This is an optimization exercise on Yosys and OpenROAD, whose aim is small area, a short achievable clock period and few clock cycles, not a production implementation. No run shown here included a check of the RTL's function; only the layout flow was run. No activity file was given, so power comes from the tool's default toggle rates.

## config.mk

```make
export PLATFORM = sky130hd
export DESIGN_NAME = midi_framer
export DESIGN_NICKNAME = midi_framer
export VERILOG_FILES = /design/flow/design.v
export SDC_FILE = /design/flow/constraint.sdc
export NUM_CORES = 4
export LEC_CHECK = 0
export CAP_MARGIN = 20
export CORE_MARGIN = 2
export CORE_UTILIZATION = 40
export SLEW_MARGIN = 20
```

## constraint.sdc

```tcl
create_clock -name core_clock -period 10.0 [get_ports {clk}]
set_input_delay 2.0000 -clock core_clock [delete_from_list [all_inputs] [get_ports {clk}]]
set_output_delay 2.0000 -clock core_clock [all_outputs]
set_load 0.01 [all_outputs]
```

## design.v

```verilog
module midi_framer (
  input  wire       clk,
  input  wire       rst,         
  input  wire       ev_valid,
  output wire       ev_ready,
  input  wire       ev_idle,     
  input  wire [7:0] ev_byte,
  output wire       wr_valid,
  input  wire       wr_ready,
  output wire [7:0] wr_addr,
  output wire [7:0] wr_data
);
  function [11:0] ftab(input [6:0] n);
    case (n)
      7'd0: ftab = 12'h000;
      7'd1: ftab = 12'h000;
      7'd2: ftab = 12'h000;
      7'd3: ftab = 12'h000;
      7'd4: ftab = 12'h000;
      7'd5: ftab = 12'h000;
      7'd6: ftab = 12'h000;
      7'd7: ftab = 12'h000;
      7'd8: ftab = 12'h000;
      7'd9: ftab = 12'h000;
      7'd10: ftab = 12'h000;
      7'd11: ftab = 12'h000;
      7'd12: ftab = 12'h000;
      7'd13: ftab = 12'h000;
      7'd14: ftab = 12'h000;
      7'd15: ftab = 12'h000;
      7'd16: ftab = 12'h000;
      7'd17: ftab = 12'h000;
      7'd18: ftab = 12'h000;
      7'd19: ftab = 12'h000;
      7'd20: ftab = 12'h000;
      7'd21: ftab = 12'h000;
      7'd22: ftab = 12'hF72;
      7'd23: ftab = 12'hE94;
      7'd24: ftab = 12'hDC3;
      7'd25: ftab = 12'hCFD;
      7'd26: ftab = 12'hC42;
      7'd27: ftab = 12'hB92;
      7'd28: ftab = 12'hAEC;
      7'd29: ftab = 12'hA4F;
      7'd30: ftab = 12'h9BB;
      7'd31: ftab = 12'h92F;
      7'd32: ftab = 12'h8AB;
      7'd33: ftab = 12'h82F;
      7'd34: ftab = 12'h7B9;
      7'd35: ftab = 12'h74A;
      7'd36: ftab = 12'h6E1;
      7'd37: ftab = 12'h67E;
      7'd38: ftab = 12'h621;
      7'd39: ftab = 12'h5C9;
      7'd40: ftab = 12'h576;
      7'd41: ftab = 12'h527;
      7'd42: ftab = 12'h4DD;
      7'd43: ftab = 12'h498;
      7'd44: ftab = 12'h456;
      7'd45: ftab = 12'h417;
      7'd46: ftab = 12'h3DC;
      7'd47: ftab = 12'h3A5;
      7'd48: ftab = 12'h371;
      7'd49: ftab = 12'h33F;
      7'd50: ftab = 12'h311;
      7'd51: ftab = 12'h2E5;
      7'd52: ftab = 12'h2BB;
      7'd53: ftab = 12'h294;
      7'd54: ftab = 12'h26F;
      7'd55: ftab = 12'h24C;
      7'd56: ftab = 12'h22B;
      7'd57: ftab = 12'h20C;
      7'd58: ftab = 12'h1EE;
      7'd59: ftab = 12'h1D3;
      7'd60: ftab = 12'h1B8;
      7'd61: ftab = 12'h1A0;
      7'd62: ftab = 12'h188;
      7'd63: ftab = 12'h172;
      7'd64: ftab = 12'h15D;
      7'd65: ftab = 12'h14A;
      7'd66: ftab = 12'h137;
      7'd67: ftab = 12'h126;
      7'd68: ftab = 12'h115;
      7'd69: ftab = 12'h106;
      7'd70: ftab = 12'h0F7;
      7'd71: ftab = 12'h0E9;
      7'd72: ftab = 12'h0DC;
      7'd73: ftab = 12'h0D0;
      7'd74: ftab = 12'h0C4;
      7'd75: ftab = 12'h0B9;
      7'd76: ftab = 12'h0AF;
      7'd77: ftab = 12'h0A5;
      7'd78: ftab = 12'h09C;
      7'd79: ftab = 12'h093;
      7'd80: ftab = 12'h08B;
      7'd81: ftab = 12'h083;
      7'd82: ftab = 12'h07C;
      7'd83: ftab = 12'h075;
      7'd84: ftab = 12'h06E;
      7'd85: ftab = 12'h068;
      7'd86: ftab = 12'h062;
      7'd87: ftab = 12'h05D;
      7'd88: ftab = 12'h057;
      7'd89: ftab = 12'h052;
      7'd90: ftab = 12'h04E;
      7'd91: ftab = 12'h049;
      7'd92: ftab = 12'h045;
      7'd93: ftab = 12'h041;
      7'd94: ftab = 12'h03E;
      7'd95: ftab = 12'h03A;
      7'd96: ftab = 12'h037;
      7'd97: ftab = 12'h034;
      7'd98: ftab = 12'h031;
      7'd99: ftab = 12'h02E;
      7'd100: ftab = 12'h02C;
      7'd101: ftab = 12'h029;
      7'd102: ftab = 12'h027;
      7'd103: ftab = 12'h025;
      7'd104: ftab = 12'h023;
      7'd105: ftab = 12'h021;
      7'd106: ftab = 12'h01F;
      7'd107: ftab = 12'h01D;
      7'd108: ftab = 12'h01C;
      7'd109: ftab = 12'h01A;
      7'd110: ftab = 12'h019;
      7'd111: ftab = 12'h017;
      7'd112: ftab = 12'h016;
      7'd113: ftab = 12'h015;
      7'd114: ftab = 12'h013;
      7'd115: ftab = 12'h012;
      7'd116: ftab = 12'h011;
      7'd117: ftab = 12'h010;
      7'd118: ftab = 12'h00F;
      7'd119: ftab = 12'h00F;
      7'd120: ftab = 12'h00E;
      7'd121: ftab = 12'h00D;
      7'd122: ftab = 12'h00C;
      7'd123: ftab = 12'h00C;
      7'd124: ftab = 12'h00B;
      7'd125: ftab = 12'h00A;
      7'd126: ftab = 12'h00A;
      7'd127: ftab = 12'h009;
      default: ftab = 12'h000;
    endcase
  endfunction
  localparam [1:0] C_OTHER = 2'd0, C_RAW = 2'd1, C_ON = 2'd2, C_OFF = 2'd3;
  localparam [1:0] P_NONE = 2'd0, P_LSB = 2'd1, P_MSB = 2'd2;
  reg  [9:0] tc;
  reg        lf;         
  reg  [6:0] te;
  reg        pn;         
  reg  [6:0] vn0, vn1, vn2;
  reg  [2:0] vk0, vk1, vk2;
  reg  [2:0] due;
  reg        sv;
  reg  [1:0] cls;
  reg        cnt;
  reg  [6:0] fn;
  reg        ir_v;
  reg        iw;         
  reg        ir_idle;
  reg  [7:0] ir_b;
  reg        sr;         
  reg        mp;         
  reg        mo;         
  reg        h_v;
  reg  [6:0] h_a;
  reg  [7:0] h_d;
  reg  [1:0] ph;         
  reg  [1:0] hs;
  reg  [2:0] pm;         
  assign ev_ready = ~(iw & (mp | h_v));
  assign wr_valid = mo | h_v;
  assign wr_addr  = mo ? 8'h07 : {1'b0, h_a};
  assign wr_data  = mo ? 8'h38 : h_d;
  wire busy  = mp | h_v;
  wire proc  = ir_v & ~(iw & busy);
  wire occ0 = (vn0 != 7'd0), occ1 = (vn1 != 7'd0), occ2 = (vn2 != 7'd0);
  wire [2:0] evm = due & {3{pn}};
  wire [6:0] v  = ir_b[6:0];
  wire       vz = (v == 7'd0);
  wire m0 = (vn0 == fn), m1 = (vn1 == fn), m2 = (vn2 == fn);
  wire       mf = m0 | m1 | m2;
  wire [1:0] ms = m0 ? 2'd0 : m1 ? 2'd1 : 2'd2;
  wire       ff = ~occ0 | ~occ1 | ~occ2;
  wire [1:0] fs = ~occ0 ? 2'd0 : ~occ1 ? 2'd1 : 2'd2;
  wire       do_raw   = (cls == C_RAW);
  wire       do_alloc = (cls == C_ON) & ~vz;
  wire       do_rel   = ((cls == C_ON) & vz) | (cls == C_OFF);
  wire       a_found  = mf | ff;
  wire [1:0] a_s      = mf ? ms : fs;
  wire       touch    = (do_alloc & a_found) | (do_rel & mf);
  wire       msg_more = do_raw | touch;
  wire [1:0] t_s      = do_alloc ? a_s : ms;                
  localparam [9:0] TC_534 = 10'h05D, TC_536 = 10'h175, TC_998 = 10'h159;
  localparam [2:0] VK_4 = 3'd5, VK_5 = 3'd6, VK_6 = 3'd3, VK_1 = 3'd4;
  wire tc0   = (tc == 10'd0);
  wire late  = (te >= 7'd61) & (te <= 7'd64) & lf;
  wire [2:0] nload = tc0 ? ((te >= 7'd62) ? VK_5 : VK_4) : (late ? VK_6 : VK_5);
  wire [9:0] tc_inc = {tc[8:0], ~(tc[9] ^ tc[6])};
  wire [6:0]  hn  = (hs == 2'd0) ? vn0 : (hs == 2'd1) ? vn1 : vn2;
  wire [11:0] hft = ftab(hn);
  wire [1:0] pm_s = pm[0] ? 2'd0 : pm[1] ? 2'd1 : 2'd2;
  wire [1:0] ev_s = evm[0] ? 2'd0 : evm[1] ? 2'd1 : 2'd2;
  wire p_idle  = proc & ir_idle;
  wire p_pass  = p_idle & pn;
  wire p_stat  = proc & ~ir_idle & ir_b[7];
  wire p_d1    = proc & ~ir_idle & ~ir_b[7] & sv & ~cnt;
  wire p_msg   = sr;
  wire p_wpass = p_pass & (|due);
  wire       sv_n  = sv | p_stat;
  wire       cnt_n = p_stat ? 1'b0 : p_d1 ? 1'b1 : p_msg ? 1'b0 : cnt;
  wire       pn_n  = p_pass ? 1'b0 :
                     p_idle ? ((tc == TC_998) | ((te == 7'd65) & (tc == TC_534))) : pn;
  wire [2:0] due_n;
  assign due_n[0] = p_pass ? (occ0 & (vk0 == VK_1)) : (p_msg & touch & (t_s == 2'd0)) ? 1'b0 : due[0];
  assign due_n[1] = p_pass ? (occ1 & (vk1 == VK_1)) : (p_msg & touch & (t_s == 2'd1)) ? 1'b0 : due[1];
  assign due_n[2] = p_pass ? (occ2 & (vk2 == VK_1)) : (p_msg & touch & (t_s == 2'd2)) ? 1'b0 : due[2];
  wire       xfer   = ~mp & h_v & wr_ready;                  
  wire       mp_n   = mo & ~wr_ready;
  wire       h_v_n  = p_msg   ? msg_more :
                      p_wpass ? 1'b1 :
                      xfer    ? ((ph != P_NONE) | (pm != 3'd0)) : h_v;
  wire [1:0] ph_n   = p_msg ? (do_alloc ? P_LSB : P_NONE) :
                      p_wpass ? P_NONE :
                      (xfer & (ph == P_LSB)) ? P_MSB :
                      (xfer & (ph == P_MSB)) ? P_NONE : ph;
  wire       keep   = ir_v & ~proc;
  wire       take   = ev_valid & ev_ready;
  wire       b_d2   = ~ev_byte[7] & sv_n & cnt_n;
  wire       iw_in  = ev_idle ? (pn_n & (|due_n)) : b_d2;
  wire       iw_n   = keep ? iw  : (take & iw_in);
  wire       idle_n = keep ? ir_idle : ev_idle;
  wire       sr_n   = iw_n & ~idle_n & ~mp_n & ~h_v_n;
  wire       mo_n   = mp_n | sr_n;
  always @(posedge clk) begin
    if (~keep) begin
      ir_idle <= ev_idle;
      ir_b    <= ev_byte;
    end
    if (rst) begin
      ir_v <= 1'b0;
      iw   <= 1'b0;
      sr   <= 1'b0;
      pn   <= 1'b0;
      due  <= 3'd0;
      sv   <= 1'b0;
      cnt  <= 1'b0;
      mp   <= 1'b0;
      mo   <= 1'b0;
      h_v  <= 1'b0;
    end else begin
      ir_v <= keep | take;
      iw   <= iw_n;
      sr   <= sr_n;
      pn   <= pn_n;
      due  <= due_n;
      sv   <= sv_n;
      cnt  <= cnt_n;
      mp   <= mp_n;
      mo   <= mo_n;
      h_v  <= h_v_n;
    end
    ph <= ph_n;
    if (rst) begin
      tc <= 10'd0;
      te <= 7'd0;
      lf <= 1'b0;
    end else if (p_idle) begin
      if (pn) begin
        tc <= 10'd0;
        te <= (te == 7'd65) ? 7'd0 : te + 7'd1;
        lf <= 1'b0;
      end else begin
        tc <= tc_inc;
        if (tc == TC_536) lf <= 1'b1;
      end
    end
    if (rst) begin
      vn0 <= 7'd0;
      vn1 <= 7'd0;
      vn2 <= 7'd0;
    end else if (p_pass) begin
      if (due[0]) vn0 <= 7'd0;
      if (due[1]) vn1 <= 7'd0;
      if (due[2]) vn2 <= 7'd0;
    end else if (p_msg & touch) begin
      case (t_s)
        2'd0: vn0 <= do_alloc ? fn : 7'd0;
        2'd1: vn1 <= do_alloc ? fn : 7'd0;
        default: vn2 <= do_alloc ? fn : 7'd0;
      endcase
    end
    if (p_pass) begin
      vk0 <= {vk0[1:0], ~(vk0[2] ^ vk0[1])};
      vk1 <= {vk1[1:0], ~(vk1[2] ^ vk1[1])};
      vk2 <= {vk2[1:0], ~(vk2[2] ^ vk2[1])};
    end else if (p_msg & touch) begin
      case (t_s)
        2'd0: vk0 <= nload;
        2'd1: vk1 <= nload;
        default: vk2 <= nload;
      endcase
    end
    if (p_stat)
      cls <= (ir_b == 8'h85)       ? C_RAW :
             (ir_b[6:4] == 3'b001) ? C_ON  :
             (ir_b[6:4] == 3'b000) ? C_OFF : C_OTHER;
    if (p_d1)
      fn <= v;
    if (p_msg) begin
      pm  <= 3'd0;
      hs  <= a_s;
      h_a <= do_raw ? fn : {5'd2, t_s};
      h_d <= do_raw ? {1'b0, v} : do_alloc ? 8'h0F : 8'h00;
    end else if (p_wpass) begin
      pm  <= evm & ~(3'd1 << ev_s);
      h_a <= {5'd2, ev_s};
      h_d <= 8'h00;
    end else if (xfer) begin
      if (ph == P_LSB) begin
        h_a <= {4'd0, hs, 1'b0};
        h_d <= hft[7:0];
      end else if (ph == P_MSB) begin
        h_a <= {4'd0, hs, 1'b1};
        h_d <= {4'd0, hft[11:8]};
      end else if (pm != 3'd0) begin
        h_a <= {5'd2, pm_s};
        h_d <= 8'h00;
        pm  <= pm & ~(3'd1 << pm_s);
      end
    end
  end
endmodule
```

## flow/run.sh

```bash
#!/bin/bash
# Layout: the standard ORFS flow, with repair_timing aiming for extra setup slack
# and plain buffers on the ports (still one buffer per port, as the standard flow).
set -euo pipefail
bash standard.sh \
  SETUP_SLACK_MARGIN=6.5 \
  TNS_END_PERCENT=100 \
  MATCH_CELL_FOOTPRINT=0 \
  "BUFFER_PORTS_ARGS=-buffer_cell sky130_fd_sc_hd__buf_4" \
  finish > flow_make.log 2>&1
```

## standard.sh

```bash
#!/bin/bash
# synth_recipe.tcl (not shown) runs the flow's synth.tcl, then flattens the netlist and writes it again
# the make line also repeats each setting of config.mk as NAME=value (left out here)
make -C /OpenROAD-flow-scripts/flow DESIGN_CONFIG=/design/flow/config.mk WORK_HOME=/design/flow/orfs CLKGATE_MAP_FILE= SYNTH_SCRIPT=/design/flow/synth_recipe.tcl "${@:-finish}"
```

==> out/metrics.cfg, run 1 <==
[layout]
finish.utilization = 0.452
diodes = 0
area_growth_syn_to_layout_pct = 9.61
multiInputGateArea_mm2 = 0.00383
num-fill-cells = 1599
fin_nets = 809
drive_above_1_share = 0.114
seq_area_mm2 = 0.00245

[sta]
finClkSkew_ns = 0.00657
setup_tns_ns = 0
slew_headroom = 0.376
final_max_slew_viol_count = 0
timing.fmax_ghz = 0.300
finalSetupViolations = 0
timing.final.crit_share = 0.334
hold_violations = 0
rsz0062_at_grt = false
fin_crit_ns = 3.34
worst_slew_pin_slew_ns = 0.933

[critical_path]
cp.buffers_inverters = 1
critPathCaptureType = flip-flop
cp_cell_sequence = nand2_1 > o21a_2 > inv_1 > ha_1 > mux4_2 > nand2_1 > a21oi_1 > or4_1 > a32oi_1
reg2reg_setup_slack_ns = 6.66
crit_family = simple AND/OR/NAND/NOR gates
crit_top_cell = nand2_1
reg2reg_depth = 9
startpoint_type = flip-flop
critPathSlowestCell = edfxtp_1
r2r_start = hs[1]$_DFFE_PP_
path_max_fanout = 19
worst_ep_arrival_time_ns = 3.53
required_ns = 10.19
worstReg2RegEnd = h_d[1]$_DFFE_PP_
criticalPathCategory = reg2reg
cpPeakStageDelay_ns = 0.60

[cts]
clock_path_buffers = 2
cts-htree-levels = 3
cts_buffers = 9
clk_pin_slew_ns = 0.07
root_buffer = clkbuf_16
cts.sinks = 100
tritoncts = yes
hold_buffers = 0
clock_latency_ns = 0.35

[worst_hold_path]
holdPathStages = 1
min_path_type = reg2reg
min-delay-start = lf$_SDFFE_PP0P_
whs_endpoint = lf$_SDFFE_PP0P_

[synth]
synth_common_cells = nand2_1, a21oi_1, nor2_1
syn_area_mm2 = 0.00660
synth_top_cell_by_area = edfxtp_1
yosysMostFrequentCell = nand2_1
synthFlopType = dfxtp_1
synth.distinct_cells = 77
synthCells = 778
synth.yosys.seq_area_share = 0.371
syn_avg_cell_area_um2 = 8.49
synth_seq_cells = 100
synth_area_leaders = edfxtp_1, dfxtp_1, nand2_1
async_flop_share = 0
ys.warnings.count = 1
synth_top_area_share = 0.205
synth_nets = 809
synth_edf_count = 45

[route]
avgRoutedWirePerCell_um = 20.1
vias = 6208
avgViaCountPerCell = 6.21
drt-total-wl_um = 20100
drc = 0
ant_nets = 0
first_iter_violations = 831
firstDrtPassIters = 6

[global_route]
grt_pass1_wl_um = 32000
grt_use_total = 0.227
gr-usage-met3 = 0.0291
busiest_layer = met2
antenna_found_initial = 0
met2_usage = 0.354
overflow = 0
grt_pass1_vias = 5688
grt_util_met1 = 0.318
grt_max_degree = 46

[flow_run]
maxCapViolations = 0

[outcome]
status = finished clean

[die]
initial_core_util = 0.413
die_y_um = 132
ioPinCount = 31
fp-row-count = 46
core_area_mm2 = 0.0160
dieWidth_um = 132
die_area_mm2 = 0.0175

[power]
ir_drop_mv = 0.114
power_density_mw_per_mm2 = 113
leakage_nw = 2.59

[placement]
hpwl_um = 14500
gp_congestion = 0.906
port-buffer-count = 29

-- cells by family after synthesis --
| group | Yosys count | share of synthesized area |
|---|---|---|
| and+or+nand+nor | 292 | 0.221 |
| AOI/OAI and AO/OA | 233 | 0.234 |
| DFF | 100 | 0.371 |
| buffers and inverters | 73 | 0.0504 |
| xor gates and xnor gates | 31 | 0.0411 |
| muxes | 30 | 0.0476 |
| adders and majority gates | 18 | 0.0341 |
| other | 1 | 0.000568 |
-- cells in the final DEF (no fill, tap or decap), types with 8 or more instances in the layout --
master,netlist,routed
nand4_1,14,14
o21ai_0,50,50
a21oi_1,57,57
nand2_1,91,91
buf_4,3,42
xor2_1,17,17
a211oi_1,11,11
xnor2_1,14,14
nand3_1,15,15
o211ai_1,15,15
nand3b_1,8,8
o21a_1,19,18
nand2b_1,22,22
edfxtp_1,45,45
clkbuf_16,0,9
nor4_1,9,9
nor3_1,24,24
inv_1,17,17
mux2i_1,28,28
or2_2,11,11
dfxtp_1,55,54
ha_1,18,18
nor2_1,56,56
nor2b_1,11,11
-- how the worst max path moves through the flow --
stage	slack, ns	endpoint	cells after the start	from
6_report	6.66	h_d[1]$_DFFE_PP_	9	hs[1]$_DFFE_PP_
3_5_place_dp	6.22	h_d[1]$_DFFE_PP_	9	hs[0]$_DFFE_PP_
3_3_place_gp	6.27	h_d[0]$_DFFE_PP_	7	hs[1]$_DFFE_PP_
5_1_grt	6.52	h_d[1]$_DFFE_PP_	8	hs[1]$_DFFE_PP_
4_1_cts	6.54	wr_addr[5]	2	mo$_SDFF_PP0_
2_1_floorplan	6.68	h_a[0]$_DFFE_PP_	4	wr_ready
-- metal layers --
| metal | wire, µm | share of wire |
|---|---|---|
| met1 | 8860 | 0.44 |
| met2 | 9170 | 0.46 |
| met3 | 1330 | 0.066 |
| met4 | 723 | 0.036 |
| met5 | 0 | 0 |
-- area by class of cell --
cell class,count,share of cell area
sequential,100,0.339
tap,216,0.0373
timing repair buffer,42,0.0436
clock buffer,9,0.0311
inverter,20,0.0112
clock inverter,7,0.00813
multi-input combinational,605,0.530
-- what timing repair did --
action,4_1_cts,5_1_grt
setup buffers,4,2
gates resized for setup,3,2
endpoints found under the setup margin,8,5
-- state kept, by name, indices dropped and copies added, names as in the netlist, 2 cells and up, named ones only --
register,count
cls,2
due,3
fn,7
h_a,7
h_d,8
hs,2
ir_b,8
ph,2
pm,3
tc,10
te,7
vk0,3
vk1,3
vk2,3
vn0,7
vn1,7
vn2,7
-- stage by stage --
stage               cell area [µm²]  setup WS (ns)  power [mW]  hold slack [ns]  instances
finish                         7240           6.66       0.821            0.479        999
floorplan                      6610           6.68       0.476            0.440        778
CTS                            7210           6.54       0.826            0.476        997
global route                   7240           6.52       0.851            0.486        999
detailed placement             6890           6.22       0.493            0.457        977
global placement               6890           6.27       0.492            0.455        977
-- where the power goes --
part	leakage, nW	switching, mW	internal, mW
sequential	0.872	0.00754	0.434
clock	0.134	0.165	0.173
combinational	1.58	0.0238	0.0188
total	2.59	0.196	0.625
==> run 2, diff against run 1 <==
--- a/flow/run.sh
+++ b/flow/run.sh
@@ -3,7 +3,7 @@
 # and plain buffers on the ports (still one buffer per port, as the standard flow).
 set -euo pipefail
 bash standard.sh \
-  SETUP_SLACK_MARGIN=6.5 \
+  SETUP_SLACK_MARGIN=7 \
   TNS_END_PERCENT=100 \
   MATCH_CELL_FOOTPRINT=0 \
   "BUFFER_PORTS_ARGS=-buffer_cell sky130_fd_sc_hd__buf_4" \
--- a/config.mk
+++ b/config.mk
@@ -5,7 +5,10 @@
 export SDC_FILE = /design/flow/constraint.sdc
 export NUM_CORES = 4
 export LEC_CHECK = 0
+export ABC_AREA = 1
 export CAP_MARGIN = 20
 export CORE_MARGIN = 2
 export CORE_UTILIZATION = 40
+export CTS_BUF_LIST = sky130_fd_sc_hd__clkbuf_8
+export CTS_CLUSTER_SIZE = 40
 export SLEW_MARGIN = 20
==> out/metrics.cfg, run 2 <==
[synth]
synth_top_cell_by_area = edfxtp_1  ; unchanged
synth_top_area_share = 0.212  ; was 0.205
yosysMostFrequentCell = nand2_1  ; unchanged
async_flop_share = 0  ; unchanged
synth_common_cells = nand2_1, nor2_1, inv_1  ; was nand2_1, a21oi_1, nor2_1
synthCells = 912  ; was 778
synth_area_leaders = edfxtp_1, dfxtp_1, nand2_1  ; unchanged
synth.distinct_cells = 52  ; was 77
synth_seq_cells = 100  ; unchanged
ys.warnings.count = 1  ; unchanged
synth.yosys.seq_area_share = 0.385  ; was 0.371
synth_nets = 943  ; was 809
syn_area_mm2 = 0.00638  ; was 0.00660 mm²
synth_edf_count = 45  ; unchanged
syn_avg_cell_area_um2 = 6.99  ; was 8.49 µm²
synthFlopType = dfxtp_1  ; unchanged

[sta]
finalSetupViolations = 0  ; unchanged
slew_headroom = 0.597  ; was 0.376
worst_slew_pin_slew_ns = 0.605  ; was 0.933 ns
finClkSkew_ns = 0.0147  ; was 0.00657 ns
rsz0062_at_grt = true  ; was false
hold_violations = 0  ; unchanged
timing.fmax_ghz = 0.312  ; was 0.300 GHz
timing.final.crit_share = 0.320  ; was 0.334
setup_tns_ns = 0  ; unchanged
final_max_slew_viol_count = 0  ; unchanged
fin_crit_ns = 3.20  ; was 3.34 ns

[power]
power_density_mw_per_mm2 = 107  ; was 113 mW/mm²
leakage_nw = 3.18  ; was 2.59 nW
ir_drop_mv = 0.0933  ; was 0.114 mV

[cts]
cts_buffers = 9  ; unchanged
cts-htree-levels = 3  ; unchanged
clock_path_buffers = 2  ; unchanged
cts.sinks = 100  ; unchanged
root_buffer = clkbuf_8  ; was clkbuf_16
clk_pin_slew_ns = 0.09  ; was 0.07 ns
tritoncts = yes  ; unchanged
hold_buffers = 0  ; unchanged
clock_latency_ns = 0.39  ; was 0.35 ns

[die]
die_area_mm2 = 0.0170  ; was 0.0175 mm²
dieWidth_um = 130  ; was 132 µm
fp-row-count = 46  ; unchanged
ioPinCount = 31  ; unchanged
core_area_mm2 = 0.0157  ; was 0.0160 mm²
die_y_um = 130  ; was 132 µm
initial_core_util = 0.406  ; was 0.413

[layout]
fin_nets = 975  ; was 809
finish.utilization = 0.464  ; was 0.452
drive_above_1_share = 0.128  ; was 0.114
num-fill-cells = 1616  ; was 1599
area_growth_syn_to_layout_pct = 14.3  ; was 9.61%
layout_commonest_cell = nand2_1  ; unchanged
top_register = tc  ; unchanged
largest_reg_flops = 10  ; unchanged
final_cell_mix = nand2_1, inv_1, nor2_1, o21ai_0, a21oi_1  ; was nand2_1, a21oi_1, nor2_1, dfxtp_1, o21ai_0
multiInputGateArea_mm2 = 0.00341  ; was 0.00383 mm²
seq_area_mm2 = 0.00246  ; was 0.00245 mm²
top_regs = tc (10), h_d (8), ir_b (8)  ; unchanged
diodes = 0  ; unchanged

[global_route]
grt_max_degree = 35  ; was 46
grt_pass1_wl_um = 28500  ; was 32000 µm
grt_use_total = 0.219  ; was 0.227
overflow = 0  ; unchanged
antenna_found_initial = 0  ; unchanged
grt_pass1_vias = 5410  ; was 5688

[route]
avgRoutedWirePerCell_um = 15.7  ; was 20.1 µm
drt-total-wl_um = 18300  ; was 20100 µm
avgViaCountPerCell = 5.36  ; was 6.21
first_iter_violations = 720  ; was 831
drc = 0  ; unchanged
vias = 6239  ; was 6208
ant_nets = 0  ; unchanged
firstDrtPassIters = 7  ; was 6

[placement]
port-buffer-count = 29  ; unchanged
gp_congestion = 0.946  ; was 0.906
hpwl_um = 13800  ; was 14500 µm

[critical_path]
critPathCaptureType = output port  ; was flip-flop
worst_ep_arrival_time_ns = 1.20  ; was 3.53 ns
criticalPathCategory = reg2out  ; was reg2reg
required_ns = 8.00  ; was 10.19 ns
path_max_fanout = 5  ; was 19
startpoint_type = flip-flop  ; unchanged

[worst_hold_path]
min_path_type = reg2reg  ; unchanged

[outcome]
status = finished clean  ; unchanged

[flow_run]
maxCapViolations = 0  ; unchanged

## run 2: cell types whose count changed after synthesis, sizes merged, moves of 8 or more
cell	before	now
a21oi	58	66
clkbuf	32	10
inv	18	130
mux2i	28	0
nand2	91	216
nand2b	22	0
nand3	15	38
nand3b	8	0
nand4	14	6
nor2	57	125
nor2b	11	0
o21a	20	1
o21ai	57	86
xor2	17	2
## run 2: routing by layer
layer	track usage	routed length (µm)	vias up
li1	-	-	3077
met1	0.318	8500	2816
met2	0.328	7830	298
met3	0.0410	1500	48
met4	0.0759	492	0
met5	0	0	-
## run 2: timing repair
action,4_1_cts,5_1_grt
buffers inserted,4,12
endpoints found under the hold margin,0,0
gates resized for setup,30,25
pin swaps,16,4
endpoints found under the setup margin,39,26
## run 2: per-stage QoR
step / power, mW / hold slack, ns / setup WS, ns / cells / instance area (µm²)
after floorplan: 0.492 / 0.426 / 7.07 / 912 / 6390
after global placement: 0.514 / 0.432 / 6.77 / 1133 / 6760
after detailed placement: 0.514 / 0.432 / 6.78 / 1133 / 6760
after CTS: 0.782 / 0.455 / 6.78 / 1153 / 7090
after global routing: 0.809 / 0.475 / 6.74 / 1165 / 7290
final: 0.776 / 0.453 / 6.80 / 1165 / 7290
## run 2: critical path, stage by stage (launching register included)
cell     delay, ns
dfxtp_4       0.36
buf_6         0.13
or2_4         0.22
buf_6         0.12
## run 2: final timing paths
path	start	end	slack, ns	depth (start not counted)
max reg2reg	hs[1]$_DFFE_PP_	h_d[0]$_DFFE_PP_	7.14	16
min reg2reg	ir_b[6]$_DFFE_PN_	fn[6]$_DFFE_PP_	0.45	0
max	mo$_SDFF_PP0_	wr_data[5]	6.80	3
min	ir_b[6]$_DFFE_PN_	fn[6]$_DFFE_PP_	0.45	0
## run 2: logic make-up after synthesis
kind of cell | synth area share
AND/OR/NAND/NOR | 0.280
AO/OA/AOI/OAI | 0.188
buffers and inverters | 0.0993
flip-flops | 0.385
adder cells (fa/ha/maj) | 0.0353
XOR/XNOR | 0.0124
other | 0.000588
## run 2: report_power, final
part	switching (mW)	internal [mW]	total [mW]
Combinational	0.0385	0.0258	0.0643
Clock	0.142	0.122	0.265
Sequential	0.00844	0.439	0.447
Total	0.189	0.587	0.776
## run 2: area by class of cell
class | instances | share of cell area
tap | 216 | 0.0371
sequential | 100 | 0.337
inverter | 132 | 0.0692
multi-input combinational | 653 | 0.467
timing repair buffer | 48 | 0.0611
clock inverter | 6 | 0.00876
clock buffer | 10 | 0.0189

## afterwards: timing with drivers on the ports
No port has a modelled driver above. Below, the same layouts with a new extraction and two added sets of constraints.
Step 1, drivers: a clkbuf_16 drives clk and a buf_2 each remaining input, both assumed.
Step 2 moves the port delays by t, midway between the first and last clock arrival at a register: inputs arrive t later, outputs are due t later. That takes back most of the time a late clock gives input paths.
a / b / c = ideal ports / drivers / drivers and shift; a / b = the first two.
run	t (ns)	setup slack, ns	latest minus earliest clock arrival (ns)	slew at the worst register clock pin (ns)	cell pins on the clock port's net
run 1	0.386	6.664 / 6.664 / 6.334	0.008 / 0.007	0.07 / 0.07	1
run 2	0.421	6.795 / 6.757 / 6.787	0.015 / 0.015	0.10 / 0.10	1
After both steps setup and hold are still met in every run listed. The setup slack of run 1, which loses most, moves by 0.000 ns with the drivers and by -0.330 ns with both steps.
